Source: an optimization exercise on an open RTL-to-GDS flow (aim: small area, a short achievable clock period and few clock cycles per item). Production flows keep margins and buffers that such runs may drop. In this exercise RTL edits were held to simulation tests only and were not proved equivalent to the original. Power figures rest on the tool's default switching activity, not on a simulated workload.

==> config.mk <==
export PLATFORM = sky130hd
export DESIGN_NAME = fivmac_core
export DESIGN_NICKNAME = fivmac_core
export VERILOG_FILES = /design/flow/design.v
export SDC_FILE = /design/flow/constraint.sdc
export NUM_CORES = 4
export LEC_CHECK = 0
export CAP_MARGIN = 20
export CORE_MARGIN = 2
export CORE_UTILIZATION = 40
export PLACE_DENSITY = 0.75
export SETUP_SLACK_MARGIN = 5
export SLEW_MARGIN = 20
export BUFFER_PORTS_ARGS = -buffer_cell sky130_fd_sc_hd__buf_2
==> constraint.sdc <==
create_clock -name core_clock -period 11.5 [get_ports {clk}]
set_input_delay 2.3000 -clock core_clock [delete_from_list [all_inputs] [get_ports {clk}]]
set_output_delay 2.3000 -clock core_clock [all_outputs]
set_load 0.01 [all_outputs]
==> design.v <==
module fivmac_core (
    input  wire         clk,
    input  wire         rst,         
    input  wire         cmd_valid,
    input  wire [4:0]   cmd_op,
    input  wire [511:0] blk,         
    input  wire [159:0] h_in,        
    output wire         ready,
    output wire [159:0] h_out,       
    output wire [63:0]  blkcnt
);
    localparam [4:0] OP_INIT_MD5  = 5'h01;
    localparam [4:0] OP_COMP_MD5  = 5'h02;
    localparam [4:0] OP_WRITE_H   = 5'h04;
    localparam [4:0] OP_INIT_SHA1 = 5'h11;
    localparam [4:0] OP_COMP_SHA1 = 5'h12;
    localparam [31:0] IV0 = 32'h67452301;
    localparam [31:0] IV1 = 32'hEFCDAB89;
    localparam [31:0] IV2 = 32'h98BADCFE;
    localparam [31:0] IV3 = 32'h10325476;
    localparam [31:0] IV4 = 32'hC3D2E1F0;
    function [31:0] rol32(input [31:0] x, input [4:0] s);
        rol32 = (x << s) | (x >> (6'd32 - {1'b0, s}));
    endfunction
    function [31:0] bswap32(input [31:0] x);
        bswap32 = {x[7:0], x[15:8], x[23:16], x[31:24]};
    endfunction
    function [31:0] md5_k(input [5:0] i);
        case (i)
            6'd0:  md5_k = 32'hD76AA478;  6'd1:  md5_k = 32'hE8C7B756;
            6'd2:  md5_k = 32'h242070DB;  6'd3:  md5_k = 32'hC1BDCEEE;
            6'd4:  md5_k = 32'hF57C0FAF;  6'd5:  md5_k = 32'h4787C62A;
            6'd6:  md5_k = 32'hA8304613;  6'd7:  md5_k = 32'hFD469501;
            6'd8:  md5_k = 32'h698098D8;  6'd9:  md5_k = 32'h8B44F7AF;
            6'd10: md5_k = 32'hFFFF5BB1;  6'd11: md5_k = 32'h895CD7BE;
            6'd12: md5_k = 32'h6B901122;  6'd13: md5_k = 32'hFD987193;
            6'd14: md5_k = 32'hA679438E;  6'd15: md5_k = 32'h49B40821;
            6'd16: md5_k = 32'hF61E2562;  6'd17: md5_k = 32'hC040B340;
            6'd18: md5_k = 32'h265E5A51;  6'd19: md5_k = 32'hE9B6C7AA;
            6'd20: md5_k = 32'hD62F105D;  6'd21: md5_k = 32'h02441453;
            6'd22: md5_k = 32'hD8A1E681;  6'd23: md5_k = 32'hE7D3FBC8;
            6'd24: md5_k = 32'h21E1CDE6;  6'd25: md5_k = 32'hC33707D6;
            6'd26: md5_k = 32'hF4D50D87;  6'd27: md5_k = 32'h455A14ED;
            6'd28: md5_k = 32'hA9E3E905;  6'd29: md5_k = 32'hFCEFA3F8;
            6'd30: md5_k = 32'h676F02D9;  6'd31: md5_k = 32'h8D2A4C8A;
            6'd32: md5_k = 32'hFFFA3942;  6'd33: md5_k = 32'h8771F681;
            6'd34: md5_k = 32'h6D9D6122;  6'd35: md5_k = 32'hFDE5380C;
            6'd36: md5_k = 32'hA4BEEA44;  6'd37: md5_k = 32'h4BDECFA9;
            6'd38: md5_k = 32'hF6BB4B60;  6'd39: md5_k = 32'hBEBFBC70;
            6'd40: md5_k = 32'h289B7EC6;  6'd41: md5_k = 32'hEAA127FA;
            6'd42: md5_k = 32'hD4EF3085;  6'd43: md5_k = 32'h04881D05;
            6'd44: md5_k = 32'hD9D4D039;  6'd45: md5_k = 32'hE6DB99E5;
            6'd46: md5_k = 32'h1FA27CF8;  6'd47: md5_k = 32'hC4AC5665;
            6'd48: md5_k = 32'hF4292244;  6'd49: md5_k = 32'h432AFF97;
            6'd50: md5_k = 32'hAB9423A7;  6'd51: md5_k = 32'hFC93A039;
            6'd52: md5_k = 32'h655B59C3;  6'd53: md5_k = 32'h8F0CCC92;
            6'd54: md5_k = 32'hFFEFF47D;  6'd55: md5_k = 32'h85845DD1;
            6'd56: md5_k = 32'h6FA87E4F;  6'd57: md5_k = 32'hFE2CE6E0;
            6'd58: md5_k = 32'hA3014314;  6'd59: md5_k = 32'h4E0811A1;
            6'd60: md5_k = 32'hF7537E82;  6'd61: md5_k = 32'hBD3AF235;
            6'd62: md5_k = 32'h2AD7D2BB;  default: md5_k = 32'hEB86D391;
        endcase
    endfunction
    function [3:0] md5_g(input [5:0] i);
        case (i[5:4])
            2'd0:    md5_g = i[3:0];
            2'd1:    md5_g = 4'd1 + 4'd5 * i[3:0];
            2'd2:    md5_g = 4'd5 + 4'd3 * i[3:0];
            default: md5_g = 4'd7 * i[3:0];
        endcase
    endfunction
    function [1:0] sha_r(input [6:0] i);
        sha_r = (i < 7'd20) ? 2'd0 : (i < 7'd40) ? 2'd1 : (i < 7'd60) ? 2'd2 : 2'd3;
    endfunction
    function [1:0] md5_delta(input [1:0] r, input [1:0] j);
        case ({r, j})
            4'b00_00: md5_delta = 2'd3;  4'b00_01: md5_delta = 2'd3;
            4'b00_10: md5_delta = 2'd3;  4'b00_11: md5_delta = 2'd2;
            4'b01_00: md5_delta = 2'd1;  4'b01_01: md5_delta = 2'd0;
            4'b01_10: md5_delta = 2'd0;  4'b01_11: md5_delta = 2'd0;
            4'b10_00: md5_delta = 2'd0;  4'b10_01: md5_delta = 2'd2;
            4'b10_10: md5_delta = 2'd2;  4'b10_11: md5_delta = 2'd3;
            4'b11_00: md5_delta = 2'd2;  4'b11_01: md5_delta = 2'd1;
            4'b11_10: md5_delta = 2'd1;  default:  md5_delta = 2'd1;
        endcase
    endfunction
    localparam [31:0] SK0 = 32'h5A827999;
    localparam [31:0] SK1 = 32'h6ED9EBA1;
    localparam [31:0] SK2 = 32'h8F1BBCDC;
    localparam [31:0] SK3 = 32'hCA62C1D6;
    function [31:0] sha_f1(input [3:0] r, input [31:0] b, input [31:0] c, input [31:0] d);
        sha_f1 = ({32{r[0]}} & ((b & c) | (~b & d)))
               | ({32{r[1] | r[3]}} & (b ^ c ^ d))
               | ({32{r[2]}} & ((b & c) | (b & d) | (c & d)));
    endfunction
    function [31:0] sha_k1(input [3:0] r);
        sha_k1 = ({32{r[0]}} & SK0) | ({32{r[1]}} & SK1) | ({32{r[2]}} & SK2) | ({32{r[3]}} & SK3);
    endfunction
    function [3:0] onehot4(input [1:0] r);
        onehot4 = 4'b0001 << r;
    endfunction
    reg [31:0]  h0, h1, h2, h3, h4;      
    reg [63:0]  cnt;                     
    reg [31:0]  ra, rb, rc, rd;          
    reg [31:0]  rbm;                     
    reg [31:0]  pa;                      
    reg [31:0]  pb;                      
    reg [31:0]  qr;                      
    reg         c32;                     
    reg [511:0] w;                       
    reg         busy;
    reg         h0f, h1f;                
    reg         sha;                     
    reg         first;                   
    reg         run;                     
    reg         last;                    
    reg [6:0]   t;                       
    reg [3:0]   xi;                      
    reg [3:0]   mf;                      
    reg [1:0]   md;                      
    reg [1:0]   mj;                      
    reg [3:0]   sr0;                     
    reg [3:0]   sr2;                     
    assign ready  = ~busy;
    wire [31:0] h0e   = h0f ? ra : h0;
    wire [31:0] h1e   = h1f ? rbm : h1;
    assign h_out  = {h4, h3, h2, h1e, h0e};
    assign blkcnt = cnt;
    function [31:0] slot(input [3:0] j);
        slot = w[{j, 5'd0} +: 32];
    endfunction
    wire [5:0]  m_tn  = t[5:0] + 6'd1;
    wire [5:0]  m_tnn = t[5:0] + 6'd2;
    wire [3:0]  m_xi  = md5_g(m_tnn) - {m_tn[2:0], 1'b0};   
    wire [31:0] c1;                                      
    wire [31:0] m_nb;
    fm_md5_step u_md5 (.b(rbm), .c(rc), .d(rd), .p(pa), .hx(last ? h1 : 32'd0),
                       .fsel(mf), .dl(md), .j(mj), .nb(m_nb));
    wire [31:0] s_g1  = last ? h0 : 32'd0;
    wire [31:0] s_a1;                                    
    wire [31:0] s_a2;                                    
    fm_sha_pair u_sha (.q(qr), .p(pa), .a(ra), .b(rb), .c(rc), .pb(pb), .g1(s_g1),
                       .r(sr0), .a1(s_a1), .a2(s_a2));
    wire [31:0] s_n0  = bswap32(rol32(bswap32(slot(4'd13) ^ slot(4'd8) ^ slot(4'd2) ^ slot(4'd0)), 5'd1));
    wire [31:0] s_n1  = bswap32(rol32(bswap32(slot(4'd14) ^ slot(4'd9) ^ slot(4'd3) ^ slot(4'd1)), 5'd1));
    wire [31:0] a_op1 = sha ? rol32(rb, 5'd30) : rd;
    wire [31:0] a_op2 = last ? (sha ? h3 : h0) : (sha ? sha_k1(sr2) : md5_k(m_tn));
    wire [31:0] a_op3 = last ? 32'd0 : (sha ? bswap32(slot(4'd3)) : slot(xi));
    wire [31:0] add_a;
    fm_add3 u_adda (.a(a_op1), .b(a_op2), .c(a_op3), .y(add_a));
    wire [31:0] b_op2 = last ? (sha ? h4 : h3) : sha_k1(sr2);
    wire [31:0] b_op3 = last ? 32'd0 : bswap32(slot(4'd2));
    wire [31:0] add_b;
    fm_sha_presum u_addb (.a1(s_a1), .a(ra), .b(rb), .c(rc), .k(b_op2), .w(b_op3),
                          .r(sr2 & {4{~last}}), .y(add_b));
    fm_add3 u_c1 (.a(h1), .b(qr), .c(pa), .y(c1));
    wire [31:0] c2;
    fm_add3 u_c2 (.a(h2), .b(sha ? rol32(ra, 5'd30) : rbm), .c(32'd0), .y(c2));
    always @(posedge clk) begin
        rbm <= run ? m_nb : h1;
        ra  <= run ? s_a2 : busy ? h0 : rol32(h2, 5'd2);
        rb  <= run ? s_a1 : busy ? h1 : rol32(h3, 5'd2);
        qr  <= run ? rol32(s_a2, 5'd5) : busy ? rol32(h0, 5'd5) : h1e;
        rc  <= run ? (sha ? rol32(ra, 5'd30) : rbm) : busy ? h2 : h4;
        rd  <= run ? (sha ? rol32(rb, 5'd30) : rc) : busy ? h3 : h0e;
        pa  <= (busy & sha) ? add_b : busy ? add_a : 32'd0;
        pb  <= add_a;
        w   <= !busy ? {blk[447:0], blk[511:448]}
                     : {(run & sha) ? {s_n1, s_n0} : w[63:0], w[511:64]};
    end
    always @(posedge clk) begin
        if (rst | !busy) begin
            c32 <= &cnt[31:0];
            sha <= cmd_op[4];
            first <= 1'b1;
            run   <= 1'b0;
            last  <= 1'b0;
            t  <= 7'd63;
            xi <= 4'd2;
            mf <= 4'b0001;
            md <= md5_delta(2'd0, 2'd0);
            mj <= 2'd0;
            sr0 <= 4'b0001;
            sr2 <= 4'b0001;
        end else begin
            first <= 1'b0;
            run   <= ~last;
            last  <= sha ? (t == 7'd76) : (t == 7'd62);
            if (sha) begin
                t  <= first ? 7'd0 : t + 7'd2;
                sr0 <= sr2;
                sr2 <= first ? 4'b0001 : onehot4(sha_r(t + 7'd4));
            end else begin
                t  <= first ? 7'd0 : t + 7'd1;
                xi <= m_xi;
                mf <= onehot4(m_tn[5:4]);
                md <= md5_delta(m_tn[5:4], m_tn[1:0]);
                mj <= m_tn[1:0];
            end
        end
    end
    wire        i_init = ~busy & cmd_valid & ((cmd_op == OP_INIT_MD5) | (cmd_op == OP_INIT_SHA1));
    wire        i_sha  = cmd_op == OP_INIT_SHA1;
    wire        i_wr   = ~busy & cmd_valid & (cmd_op == OP_WRITE_H);
    wire        i_comp = ~busy & cmd_valid & ((cmd_op == OP_COMP_MD5) | (cmd_op == OP_COMP_SHA1));
    wire        fin    = busy & last & ~rst;           
    wire [31:0] h0o = i_init ? IV0 : i_wr ? h_in[31:0]    : h0e;
    wire [31:0] h1o = i_init ? IV1 : i_wr ? h_in[63:32]   : h1e;
    wire [31:0] h2o = i_init ? IV2 : i_wr ? h_in[95:64]   : h2;
    wire [31:0] h3o = i_init ? IV3 : i_wr ? h_in[127:96]  : h3;
    wire [31:0] h4o = (i_init & i_sha) ? IV4 : i_wr ? h_in[159:128] : h4;
    always @(posedge clk) begin
        h0 <= (fin & ~sha) ? add_a : rst ? 32'd0 : h0o;
        h1 <= (fin & sha) ? c1 : rst ? 32'd0 : h1o;
        h2 <= fin ? c2 : rst ? 32'd0 : h2o;
        h3 <= fin ? (sha ? add_a : add_b) : rst ? 32'd0 : h3o;
        h4 <= (fin & sha) ? add_b : rst ? 32'd0 : h4o;
    end
    always @(posedge clk) begin
        if (rst) begin
            cnt <= 64'd0;
            busy <= 1'b0;
            h0f <= 1'b0; h1f <= 1'b0;
        end else if (!busy) begin
            h0f <= 1'b0; h1f <= 1'b0;
            if (i_init) cnt <= 64'd0;
            if (i_comp) busy <= 1'b1;
        end else if (last) begin
            busy <= 1'b0;
            cnt  <= {cnt[63:32] + {31'd0, c32}, cnt[31:0] + 32'd1};
            h0f <= sha; h1f <= ~sha;
        end
    end
endmodule
module fm_md5_step (
    input  wire [31:0] b, c, d, p, hx,
    input  wire [3:0]  fsel,
    input  wire [1:0]  dl, j,
    output wire [31:0] nb
);
    wire [31:0] x1 = ({32{fsel[0]}} & c) | ({32{fsel[1]}} & (c | d))
                   | ({32{fsel[2]}} & ~(c ^ d)) | ({32{fsel[3]}} & ~c);
    wire [31:0] x0 = ({32{fsel[0]}} & d) | ({32{fsel[1]}} & (c & ~d))
                   | ({32{fsel[2]}} & (c ^ d)) | ({32{fsel[3]}} & ~(c ^ d));
    wire [31:0] f  = (b & x1) | (~b & x0);
    function [31:0] rot(input [1:0] dl, input [1:0] j, input [31:0] x);
        reg [31:0] y;
        begin
            case (dl)
                2'd0:    y = x;
                2'd1:    y = {x[30:0], x[31]};
                2'd2:    y = {x[29:0], x[31:30]};
                default: y = {x[28:0], x[31:29]};
            endcase
            case (j)
                2'd0:    rot = {y[27:0], y[31:28]};
                2'd1:    rot = {y[22:0], y[31:23]};
                2'd2:    rot = {y[17:0], y[31:18]};
                default: rot = {y[11:0], y[31:12]};
            endcase
        end
    endfunction
    reg [31:0] g, t;
    reg [32:0] cy;
    integer k, l;
    always @(*) begin
        g = f & p;
        t = f ^ p;
        for (l = 1; l < 32; l = l * 2) begin
            for (k = 31; k >= l; k = k - 1) begin
                g[k] = g[k] | (t[k] & g[k - l]);
                t[k] = t[k] & t[k - l];
            end
        end
        cy = {g, 1'b0};
    end
    reg cm;
    always @(*) begin
        case ({j, dl})
            4'b00_00: cm = cy[28];  4'b00_01: cm = cy[27];
            4'b00_10: cm = cy[26];  4'b00_11: cm = cy[25];
            4'b01_00: cm = cy[23];  4'b01_01: cm = cy[22];
            4'b01_10: cm = cy[21];  4'b01_11: cm = cy[20];
            4'b10_00: cm = cy[18];  4'b10_01: cm = cy[17];
            4'b10_10: cm = cy[16];  4'b10_11: cm = cy[15];
            4'b11_00: cm = cy[12];  4'b11_01: cm = cy[11];
            4'b11_10: cm = cy[10];  default:  cm = cy[9];
        endcase
    end
    wire [31:0] hi   = rot(dl, j, 32'd1) - 32'd1;    
    wire [31:0] corr = ({32{cy[32]}} & ~hi) | {31'd0, cm};
    wire [31:0] rf = rot(dl, j, f);
    wire [31:0] rp = rot(dl, j, p);
    wire [31:0] s0 = b ^ rp ^ hx;
    wire [31:0] m0 = (b & rp) | (b & hx) | (rp & hx);
    wire [31:0] c0 = {m0[30:0], 1'b0};
    wire [31:0] s1 = s0 ^ c0 ^ rf;
    wire [31:0] m1 = (s0 & c0) | (s0 & rf) | (c0 & rf);
    wire [31:0] c1 = {m1[30:0], 1'b0};
    wire [31:0] s2 = s1 ^ c1 ^ corr;
    wire [31:0] m2 = (s1 & c1) | (s1 & corr) | (c1 & corr);
    assign nb = s2 + {m2[30:0], 1'b0};
endmodule
module fm_sha_f (
    input  wire [3:0]  r,
    input  wire [31:0] b, c, d,
    output wire [31:0] f
);
    assign f = ({32{r[0]}} & ((b & c) | (~b & d)))
             | ({32{r[1] | r[3]}} & (b ^ c ^ d))
             | ({32{r[2]}} & ((b & c) | (b & d) | (c & d)));
endmodule
module fm_sha_pair (
    input  wire [31:0] q, p, a, b, c, pb, g1,
    input  wire [3:0]  r,
    output wire [31:0] a1, a2
);
    wire [31:0] f;
    fm_sha_f u_f (.r(r), .b(a), .c({b[1:0], b[31:2]}), .d(c), .f(f));
    assign a1 = q + p;
    wire [31:0] s2 = f ^ pb ^ g1;
    wire [31:0] m1 = (f & pb) | (f & g1) | (pb & g1);
    wire [31:0] c2 = {m1[30:0], 1'b0};
    wire [31:0] x  = {a1[26:0], a1[31:27]};
    wire [31:0] s3 = s2 ^ c2 ^ x;
    wire [31:0] m3 = (s2 & c2) | (s2 & x) | (c2 & x);
    assign a2 = s3 + {m3[30:0], 1'b0};
endmodule
module fm_sha_presum (
    input  wire [31:0] a1, a, b, c, k, w,
    input  wire [3:0]  r,
    output wire [31:0] y
);
    wire [31:0] f;
    fm_sha_f u_f (.r(r), .b(a1), .c({a[1:0], a[31:2]}), .d({b[1:0], b[31:2]}), .f(f));
    wire [31:0] s1 = c ^ k ^ w;
    wire [31:0] m1 = (c & k) | (c & w) | (k & w);
    wire [31:0] c1 = {m1[30:0], 1'b0};
    wire [31:0] s2 = s1 ^ c1 ^ f;
    wire [31:0] m2 = (s1 & c1) | (s1 & f) | (c1 & f);
    assign y = s2 + {m2[30:0], 1'b0};
endmodule
module fm_add3 (input wire [31:0] a, b, c, output wire [31:0] y);
    assign y = a + b + c;
endmodule
==> flow/run.sh <==
#!/bin/bash
# The standard layout (the standard.sh, standard synthesis included),
# with one change: the buffers that placement puts on every input and output
# port are buf_2 cells instead of the delay cells the resizer picks by
# default. Clock period, constraints and the rest of the flow are unchanged.
set -e
cfg="${FLOW_CONFIG:-config.mk}"
echo "export BUFFER_PORTS_ARGS = -buffer_cell sky130_fd_sc_hd__buf_2" >> "$cfg"
bash standard.sh > standard.log 2>&1
==> standard.sh <==
#!/bin/bash
# synth_recipe.tcl (not shown) runs the flow's synth.tcl, then flattens the netlist and writes it again
# the make line also repeats each setting of config.mk as NAME=value (left out here)
make -C /OpenROAD-flow-scripts/flow DESIGN_CONFIG=/design/flow/config.mk WORK_HOME=/design/flow/orfs CLKGATE_MAP_FILE= SYNTH_SCRIPT=/design/flow/synth_recipe.tcl "${@:-finish}"
==> run notes <==
-- registers in the layout, summed over array words and instances (netlist names), 7 cells and up --
name and cells:
rd 32, rc 32, ra 32, h3 32, t 7, rbm 32
h4 32, h2 32, w 512, h1 32, pa 32, h0 32
cnt 64, rb 32, qr 32, pb 32
-- metal layers --
metal | up-vias | track usage, % | part of all wire, %
li1 | 31600 | - | -
met1 | 37100 | 47.9 | 35
met2 | 5392 | 61.2 | 42
met3 | 1497 | 10.8 | 11
met4 | 50 | 37.0 | 11
met5 | - | 0 | 0.12
-- report_power, final --
group	leakage [nW]	internal [W]	switching, W
Combinational	30.0	0.00190	0.00308
Sequential	8.77	0.00388	0.000367
Clock	2.06	0.00240	0.00177
Total	40.8	0.00818	0.00522
-- cells in the mapped netlist, types with 107 or more instances --
cell	number	area, um^2
mux4_2	182	4100
dfxtp_1	929	18600
inv_1	609	2290
clkbuf_1	390	1460
mux2i_1	354	3540
nor2_1	517	1940
buf_1	107	402
fa_1	347	6950
a21oi_1	456	2280
a211oi_1	176	1320
nand3_1	112	561
a21o_1	186	1400
mux2_2	571	6430
xnor2_1	362	3170
nand2_1	800	3000
xor2_1	118	1030
ha_1	347	4340
o21ai_0	616	3080
-- worst max-delay path, delay by kind of cell, from the launching register on --
kind | cells | cell delay [ns]
AND/OR/NAND/NOR | 2 | 0.39
buffers and inverters | 2 | 0.37
AO/OA/AOI/OAI | 18 | 3.59
flip-flops | 1 | 0.70
XOR/XNOR | 2 | 0.28
multiplexers | 1 | 0.26
adder cells (fa/ha/maj) | 5 | 1.33
-- kinds of logic after synthesis --
kind of cell	count (synthesis)	share of synthesized area, %
AOI/OAI and AO/OA	2102	17.6
and+or+nand+nor	1856	10.5
buffers and inverters	1132	5.56
muxes	1107	18.3
DFF	1027	27.9
adders and majority gates	694	14.6
xor gates and xnor gates	482	5.49
-- layout by cell type, fill, tap and decap left out, drive strengths merged, types with 45 or more instances in the layout --
master / n
nor3: 80
xor2: 120
nand2: 802
nor2: 518
o22ai: 53
o21ai: 627
nand3: 112
clkbuf: 169
xnor2: 365
fa: 347
diode: 57
mux4: 182
and2: 57
inv: 608
a211oi: 178
a21oi: 458
mux2i: 354
a21boi: 45
nand2b: 47
o21a: 48
edfxtp: 98
a21o: 186
dfxtp: 929
mux2: 571
o211ai: 65
ha: 347
buf: 1237
nor2b: 87
-- through the flow --
stage                     worst slack (ns)  hold slack, ns  util, %
after floorplan                       5.01           0.451        -
after global placement                2.81           0.456     43.9
after detailed placement              2.66           0.464     43.9
after CTS                             4.49           0.428     47.6
after global routing                  4.35           0.443     48.6
final                                 4.50           0.433     48.6
-- worst paths after layout --
path         endpoint  slack, ns    from
max           rbm[31]       4.50  rc[23]
max reg2reg   rbm[31]       4.50  rc[23]
min            w[152]       0.43  w[216]
min reg2reg    w[152]       0.43  w[216]
-- cell type report --
cell class                 count  area (um^2)  area share, %
antenna                       57          143          0.153
clock buffer                 163         3450           3.69
clock inverter                57          783          0.839
inverter                     615         2380           2.55
multi-input combinational   6244        53800           57.7
sequential                  1027        21700           23.3
tap                         2526         3160           3.39
timing repair buffer        1250         7880           8.44
-- timing repair --
action | in CTS | in global routing
setup endpoints to repair | 201 | 100
gates resized for setup | 398 | 243
pin swaps | 101 | 113
buffers inserted | 101 | 76
hold buffers | 0 | 0
cloned | 12 | 6
==> reports/metrics.csv <==
stage,metric,value,unit
setup_path,critical path data arrival time,7.73,ns
clock_tree,clock sinks,1027,
sta,Worst-Margin Slew,1.35,ns
layout,Area Overhead vs Synth,21.1,%
die,io pins,905,
yosys,Synth async-reset ratio,0,%
die,die area,196000,um^2
setup_path,CP endpoint kind,flop,
die,initial cell density of the core,40.2,%
power,P_leak,40.8,nW
sta,Max Fclk,0.143,GHz
clock_tree,Worst-Skew Late Latency,0.85,ns
routing,wire per inst,35.1,um
routing,Detailed Route Iter0 Violations,9474,
placement,I/O Buffers,904,
setup_path,Worst Path Max Fanout,6,
clock_tree,H-tree levels,3,
sta,Worst Skew,0.0951,ns
outcome,outcome,"complete, no violations",
die,Core Rows,161,
die,CORE AREA,192000,um^2
yosys,number of synthesized register bits,1027,
yosys,synth unique cells,97,
yosys,Netlist Area Pre-Place,77100,um^2
routing,via count,75600,
power,Total Power Consumption,0.0134,W
sta,RSZ-0062 raised after global routing,yes,
grt,Overflow after GRT,0,
clock_tree,CTS max path bufs,3,
sta,max-slew violations,0,
clock_tree,CTS tree,built,
grt,vias in the first global route,73500,
clock_tree,root buf cell,clkbuf_16,
layout,fin cells,11900,
routing,drt first pass iters,12,
sta,setup TNS,0,ns
yosys,Mapped Nets,9774,
die,Die Y,443,um
setup_path,CP Class,flop to flop,
placement,Cells after DPL,11500,
routing,DR vias/cell,6.34,
sta,final setup violation count,0,
layout,fillcell total,17900,
setup_path,R2R depth,30,
setup_path,"Slowest-stage cell, CP",dfxtp_1,
power,PwrDens,144,nW/um^2
die,Die X-Extent,443,um
placement,gpl congestion,1.09,
yosys,Synth Flop Type,dfxtp_1,
flow_run,max cap viols,0,
sta,slew margin rel.,9.93,%
min_path,path type of the worst min-delay path,flop to flop,
layout,share of layout cells above drive strength 1,28.6,%
yosys,Ys Warns,2,
clock_tree,Num CTS Buffers,119,
setup_path,max incr delay on CP,0.70,ns
power,peak supply drop,0.000156,V
sta,Final min period,7.00,ns
min_path,WHS Path Cells,1,
sta,final hold violations,0,
routing,drt drc,0,
layout,NumNets Final,10600,
setup_path,startpoint types,flop,
yosys,Post-synth EDFFs,98,
placement,placed inst area,84300,um^2
grt,largest net degree at the start of global routing,134,
grt,global-route wire length before repair,569000,um
routing,Detail Route Antenna Nets,0,
yosys,Mapped Cells,8400,
yosys,synthesized area per cell,9.18,um^2
placement,DP HPWL,324000,um
grt,initial antenna violation count,85,
clock_tree,clk slew on worst S/H paths,0.06,ns
layout,fin area,93400,um^2
setup_path,Worst EP required,12.23,ns
yosys,register area share after synthesis,27.9,%
sta,fin crit share,60.9,%
grt,Total GRT Usage,40.8,%
routing,Post-Route WL,419000,um
Testbench counts, summed over its fixed seeds: cycles 35,430, blocks 648.

-- port drivers added, routing unchanged --
No port has a modelled driver above. Below, the same layout with a new extraction and two added sets of constraints.
Step 1 assumes that a clkbuf_16 drives the clock port and a buf_2 every other input.
Step 2 times the ports against the registers' clock, not the clock port: input delays grow and output delays shrink by t, the midpoint of the rising clock arrivals with the driver on.
Three values: ideal ports, drivers, drivers and shift; two values: the first two.
shift t [ns]: 0.893
setup slack, ns: 4.497 / 4.497 / 4.497
worst hold slack (ns): 0.433 / 0.433 / 0.433
clock arrival spread, ns: 0.095 / 0.096
slew at the worst register clock pin (ns): 0.08 / 0.08
After both steps setup and hold are still met in this run. For this run, drivers alone change the setup slack by 0.000 ns; drivers and shift together by 0.000 ns.
